This design comes from an exercise in tuning for small area, a short achievable clock period and few clock cycles per item on the open sky130 flow, not from production work. RTL that was checked went through simulation tests only; none was proved equivalent to the original. Power figures rest on the tool's default switching activity, not on a simulated workload.

Design frame_encoder, start of the top module:
module frame_encoder (
    input  wire        clk,
    input  wire        rst,           
    input  wire        cmd_valid,
    output wire        cmd_ready,
    input  wire [63:0] cmd_content_len,
    input  wire [63:0] cmd_seg_size,
    input  wire [63:0] cmd_flags,
    output reg         rsp_valid,
    output reg  [7:0]  rsp_status,
    output reg  [7:0]  rsp_cause,
    output wire [63:0] rsp_msg_len,
    input  wire        in_valid,
    output wire        in_ready,
    input  wire [7:0]  in_data,
    output wire        out_valid,
    input  wire        out_ready,
    output wire [7:0]  out_data,
    output wire        done
);
For scale: roughly 3,500 cells after synthesis, ~410 flip-flops, about 300 I/O pins, about 0.030 mm² of cells after synthesis.
Settings: LEC_CHECK=0, CAP_MARGIN=20, CORE_MARGIN=2, CORE_UTILIZATION=40, SLEW_MARGIN=20; clock period 11.0 ns.
standard.sh (not shown) runs the stock make flow with config.mk's settings and CLKGATE_MAP_FILE= SYNTH_SCRIPT=/design/flow/synth_recipe.tcl, a recipe that flattens the netlist after the stock synthesis.
==> flow/flow/run.sh <==
#!/bin/bash
# Standard ORFS layout (the standard.sh, unchanged synthesis), asking
# repair_timing for extra setup slack so the design is sized for speed.
set -euo pipefail
cd "$(dirname "$0")/.."
bash standard.sh SETUP_SLACK_MARGIN=7 finish > flow_standard.log 2>&1
The starting point finished clean.
Change:
==> flow/run.sh (new file) <==
#!/bin/bash
# synth_recipe.tcl (not shown) runs the flow's synth.tcl, then flattens the netlist and writes it again
# the make line also repeats each setting of config.mk as NAME=value (left out here)
make -C /OpenROAD-flow-scripts/flow DESIGN_CONFIG=/design/flow/config.mk WORK_HOME=/design/flow/orfs CLKGATE_MAP_FILE= SYNTH_SCRIPT=/design/flow/synth_recipe.tcl finish
--- a/flow/config.mk
+++ b/flow/config.mk
@@ -7,0 +8 @@
+export ABC_CLOCK_PERIOD_IN_PS = 3000
@@ -10,0 +12 @@
+export SETUP_SLACK_MARGIN = 5
removed: flow/flow/run.sh
removed: flow/standard.sh
- global-route usage drops by 0.62 points
- critical path depth climbs by 2
- sequential share of layout area climbs by 1.4 points
- die area is unchanged
Change:
--- a/flow/config.mk
+++ b/flow/config.mk
@@ -12 +11,0 @@
-export SETUP_SLACK_MARGIN = 5
Cell count hardly moves. Power barely changes. Sequential power rises by about 3%. Worst setup slack is better by 0.052 ns. Design area barely changes. Area after synthesis stays the same.
No functional check of the RTL was part of any run of this note.

========
Setup of the baseline:
frame_encoder, a different RTL version from the one above (not shown whole).
Size: roughly 300 I/O pins, about 29,000 um^2 of cells after synthesis.
==> flow/config.mk <==
export PLATFORM = sky130hd
export DESIGN_NAME = frame_encoder
export DESIGN_NICKNAME = frame_encoder
export VERILOG_FILES = /design/flow/design.v
export SDC_FILE = /design/flow/constraint.sdc
export NUM_CORES = 4
export LEC_CHECK = 0
export CAP_MARGIN = 20
export CORE_MARGIN = 2
export CORE_UTILIZATION = 40
export CTS_BUF_LIST = sky130_fd_sc_hd__clkbuf_8
export SLEW_MARGIN = 20
==> flow/constraint.sdc <==
create_clock -name core_clock -period 11.0 [get_ports {clk}]
set_input_delay 2.2000 -clock core_clock [delete_from_list [all_inputs] [get_ports {clk}]]
set_output_delay 2.2000 -clock core_clock [all_outputs]
set_load 0.01 [all_outputs]
==> flow/flow/run.sh <==
#!/bin/bash
# The standard ORFS layout (standard.sh, synthesis unchanged) with:
#  - repair_timing asked for extra setup slack, so gates are sized for speed;
#  - port buffers made of sky130_fd_sc_hd__buf_1 instead of the default delay-cell buffer.
# Each step's full output goes to flow_standard.log (and orfs/logs/).
set -euo pipefail
bash standard.sh SETUP_SLACK_MARGIN=7 "BUFFER_PORTS_ARGS=-buffer_cell sky130_fd_sc_hd__buf_1" finish > flow_standard.log 2>&1
The baseline: full flow OK, the timing, DRC and antenna checks passed
Testbench counts of the baseline, summed over its fixed seeds: cycles 92,583, items 87,783.
Inputs modified between the baseline and the candidate:
--- a/flow/config.mk
+++ b/flow/config.mk
@@ -9,4 +9,3 @@
 export CORE_MARGIN = 2
 export CORE_UTILIZATION = 40
-export CTS_BUF_LIST = sky130_fd_sc_hd__clkbuf_8
 export SLEW_MARGIN = 20
Results
- Looking at the reports, the candidate completed the entire flow and the layout it produced met the timing, DRC and antenna checks.
- The baseline did not stop at any stage, and its layout met the timing, DRC and antenna checks.
- The candidate ended up with sky130_fd_sc_hd__edfxtp_1 as its cell with the largest stage delay on the worst path; the baseline ended up with sky130_fd_sc_hd__or4_4.
- Taking the baseline as the reference, in the candidate share of total power in sequential cells decreased by 0.4 points relative to the old numbers, clock power increased by about 6% relative to the old numbers.
- The count of clock-buffer cells in the layout in the baseline is 1.3 times that in the candidate.
- The via count of the routed design in the candidate sits 1.5% below the value recorded for the baseline.
- Final instance area was lower in the baseline than in the candidate.
- When the candidate is set beside the baseline, its setup slack of the most critical reg-to-reg path turns out to be 0.06 ns smaller.
- The candidate ends up with a final routed wirelength across all metal layers that is about 0.8% lower than in the baseline.
- When the candidate is set beside the baseline, its number of DRC markers after the initial detailed-route iteration turns out to be 4.9% larger.
- Status: post-route worst hold slack parity (the candidate, the baseline)
- When the final numbers for the baseline and the candidate were put side by side, the clock network fraction of design power turned out to be smaller in the baseline.

========
frame_encoder, a different RTL version from the one above (not shown whole).
Size in the first run: ~3,300 cells after synthesis, about 300 I/O pins, roughly 29,000 sq um of cells after synthesis.
==> flow/design.v (excerpt) <==
module frame_encoder (
    input  wire        clk,
    input  wire        rst,           
    input  wire        cmd_valid,
    output wire        cmd_ready,
    input  wire [63:0] cmd_content_len,
    input  wire [63:0] cmd_seg_size,
    input  wire [63:0] cmd_flags,
    output reg         rsp_valid,
    output reg  [7:0]  rsp_status,
    output reg  [7:0]  rsp_cause,
    output wire [63:0] rsp_msg_len,
    input  wire        in_valid,
    output wire        in_ready,
    input  wire [7:0]  in_data,
    output wire        out_valid,
    input  wire        out_ready,
    output wire [7:0]  out_data,
    output wire        done
);
export LEC_CHECK = 0
export CAP_MARGIN = 20
export CORE_MARGIN = 2
export CORE_UTILIZATION = 40
export SLEW_MARGIN = 20
create_clock -name core_clock -period 11.0 [get_ports {clk}]
==> flow/flow/run.sh <==
#!/bin/bash
# The standard ORFS layout (standard.sh, synthesis unchanged) with:
#  - repair_timing asked for extra setup slack, so gates are sized for speed;
#  - port buffers made of sky130_fd_sc_hd__buf_1 instead of the default delay-cell buffer.
# Each step's full output goes to flow_standard.log (and orfs/logs/).
set -euo pipefail
bash standard.sh SETUP_SLACK_MARGIN=7.5 "BUFFER_PORTS_ARGS=-buffer_cell sky130_fd_sc_hd__buf_1" finish > flow_standard.log 2>&1
Next try:
--- a/flow/config.mk
+++ b/flow/config.mk
@@ -9,3 +9,3 @@
 export CORE_MARGIN = 2
-export CORE_UTILIZATION = 40
+export CORE_UTILIZATION = 60
 export SLEW_MARGIN = 20
Global-route usage rose by 15 points.
Final cell count fell by a few percent.
Utilization rose by 25 points.
Total power rose slightly.
First-iteration DRC count rose by well over a third.
Sequential share of layout area is about the same.
Final area is about the same.
Setup slack gets worse by 0.029 ns.
Die area fell by a quarter to a third.
Next try:
==> flow/flow/run.sh (replaced) <==
#!/bin/bash
# Standard ORFS layout (the standard.sh, unchanged synthesis), asking
# repair_timing for extra setup slack so the design is sized for speed.
set -euo pipefail
cd "$(dirname "$0")/.."
bash standard.sh SETUP_SLACK_MARGIN=7.5 finish > flow_standard.log 2>&1
--- a/flow/config.mk
+++ b/flow/config.mk
@@ -9,3 +9,3 @@
 export CORE_MARGIN = 2
-export CORE_UTILIZATION = 60
+export CORE_UTILIZATION = 40
 export SLEW_MARGIN = 20
- The new run passed the timing, DRC and antenna checks
- total power goes up slightly
- cell area is higher by a few percent
- area after synthesis does not change
- critical path depth does not change
- maximum frequency went up by a few percent
- count of clock-buffer cells in the layout came out higher by 7
- cell count grows by a little under a tenth
- routed wire length is about the same
- worst setup slack improves by 0.20 ns
- clock power climbs by a few percent
- non-clock buffer count went up by 25
Function was not checked in any run of this note: the RTL went through the layout flow alone.

========
Setup of job 5293:
frame_encoder, a different RTL version from the one above (not shown whole).
For scale: roughly 2900 cells after synthesis, roughly 420 flip-flops, about 300 I/O pins, about 28000 sq um of cells after synthesis.
## frame_encoder
module frame_encoder (
    input  wire        clk,
    input  wire        rst,           
    input  wire        cmd_valid,
    output wire        cmd_ready,
    input  wire [63:0] cmd_content_len,
    input  wire [63:0] cmd_seg_size,
    input  wire [63:0] cmd_flags,
    output reg         rsp_valid,
    output reg  [7:0]  rsp_status,
    output reg  [7:0]  rsp_cause,
    output wire [63:0] rsp_msg_len,
    input  wire        in_valid,
    output wire        in_ready,
    input  wire [7:0]  in_data,
    output wire        out_valid,
    input  wire        out_ready,
    output wire [7:0]  out_data,
    output wire        done
);
==> flow/config.mk <==
export PLATFORM = sky130hd
export DESIGN_NAME = frame_encoder
export DESIGN_NICKNAME = frame_encoder
export VERILOG_FILES = /design/flow/design.v
export SDC_FILE = /design/flow/constraint.sdc
export NUM_CORES = 4
export LEC_CHECK = 0
export CAP_MARGIN = 20
export CORE_MARGIN = 2
export CORE_UTILIZATION = 40
export CTS_BUF_LIST = sky130_fd_sc_hd__clkbuf_16
export CTS_CLUSTER_DIAMETER = 60
export CTS_CLUSTER_SIZE = 20
export SLEW_MARGIN = 20
==> flow/constraint.sdc <==
create_clock -name core_clock -period 11.0 [get_ports {clk}]
set_input_delay 2.2000 -clock core_clock [delete_from_list [all_inputs] [get_ports {clk}]]
set_output_delay 2.2000 -clock core_clock [all_outputs]
set_load 0.01 [all_outputs]
==> flow/flow/run.sh <==
#!/bin/bash
# The standard ORFS layout (standard.sh, synthesis unchanged) with:
#  - repair_timing asked for extra setup slack, so gates are sized for speed;
#  - port buffers made of sky130_fd_sc_hd__buf_1 instead of the default delay-cell buffer.
# Each step's full output goes to flow_standard.log (and orfs/logs/).
set -euo pipefail
bash standard.sh SETUP_SLACK_MARGIN=7 "BUFFER_PORTS_ARGS=-buffer_cell sky130_fd_sc_hd__buf_1" finish > flow_standard.log 2>&1
Testbench counts of job 5293, summed over its fixed seeds: cycles 92,263, items 87,783.
--- input diff job 5293..job 1479 ---
Settings: CORE_UTILIZATION now 55, was 40; CTS_CLUSTER_SIZE no longer set, was 20; CTS_CLUSTER_DIAMETER no longer set, was 60; CTS_BUF_LIST now sky130_fd_sc_hd__clkbuf_8, was sky130_fd_sc_hd__clkbuf_16.
Findings:
Placed cell count, job 1479 vs job 5293: down by a few percent. The higher area taken by multi-input logic gates came out of job 5293. Job 1479 has instance count on the critical path above what job 5293 had. As far as sequential power is concerned, job 1479 and job 5293 perform about the same. Taking job 5293 as the reference point, the total cell area at the placement stage of job 1479 falls by 1.1%. Global-route usage up 9.5 points in job 1479 wrt job 5293.
Edits applied to the flow inputs when going from job 1479 to job 2370:
Settings: a change of CORE_UTILIZATION from 55 to 40.
Job 2370 did not stop at any stage, and its layout met the timing, DRC and antenna checks.
The type of the worst setup path comes out register to register in one run and input port to register in the other, namely in job 1479 and job 2370 respectively.
Non-clock buffer area fraction after layout ends up higher on job 2370.
Status: achievable clock frequency parity (job 2370, job 1479)
Total power: job 2370 > job 1479
Re post-route cell area: job 2370 is about 1.8% up on job 1479.
Taking job 1479 as the reference point, the first-pass GRT wire length of job 2370 rises by about 0.3%.
Job 1479 ended up with met4 as its uppermost layer routed; job 2370 ended up with met5.
Die width (job 2370 vs. job 1479) increases by more than 10%
| portion of the clock cycle consumed by the worst path in the final layout | job 2370 vs job 1479 | ≈ equal |
## Diff of input files: job 8902 against job 2370
Settings: setting CTS_CLUSTER_DIAMETER to 100 for the first time; setting CTS_CLUSTER_SIZE to 24 for the first time; changing CORE_UTILIZATION from 40 to 55; changing CTS_BUF_LIST from sky130_fd_sc_hd__clkbuf_8 to sky130_fd_sc_hd__clkbuf_16.
==> comparison <==
Between job 2370 and job 8902, the flow reports width of the die decreasing by more than 10%.
Comparing job 8902 and job 2370, the higher initial cell density of the core is on job 8902.
As far as post-synthesis cell count goes, job 2370 and job 8902 are indistinguishable; the numbers are identical.
Comparing job 8902 and job 2370, combinational power is lower on job 2370.
Going from job 2370 to job 8902, peak fanout along the critical path shrinks by 90.

[afterwards: timing with drivers on the ports]
In the flow no input, the clock included, has a driving cell. The finished layouts below were timed again as built, in two steps.
Step 1: set_driving_cell puts a clkbuf_16 on clk and a buf_2 on each other input, an assumption about the parent block.
Step 2 adds t to the input delays and takes it off the output delays; t is the mean of the earliest and latest rising clock arrival at the registers after step 1. Input paths then give back, and output paths get back, about the clock's delay inside the block.
Slacks: ideal ports / drivers / drivers and shift; pairs: ideal ports / drivers.
run	shift t [ns]	slack for setup (ns)	worst setup path after step 2
the first run of note 1	0.676	6.291 / 6.291 / 6.291	register to register
the second run of note 1	0.665	5.561 / 5.561 / 5.561	register to register
the third run of note 1	0.672	5.614 / 5.614 / 5.415	input to register
the baseline	0.754	7.081 / 7.039 / 6.462	input to register
the candidate	0.691	7.017 / 7.017 / 6.436	input to register
the first run of note 3	0.674	6.804 / 6.804 / 6.799	input to register
the second run of note 3	0.689	6.775 / 6.775 / 6.775	register to register
the third run of note 3	0.690	6.974 / 6.974 / 6.887	input to register
job 5293	0.674	7.003 / 7.031 / 6.371	input to register
job 1479	0.752	6.884 / 6.884 / 6.262	input to register
job 2370	0.746	6.885 / 6.924 / 6.177	input to register
job 8902	0.663	6.896 / 6.896 / 6.405	input to register
After both steps every run listed still meets setup and hold. For job 2370, which loses most, drivers alone change the setup slack by +0.039 ns; drivers and shift together by -0.708 ns.
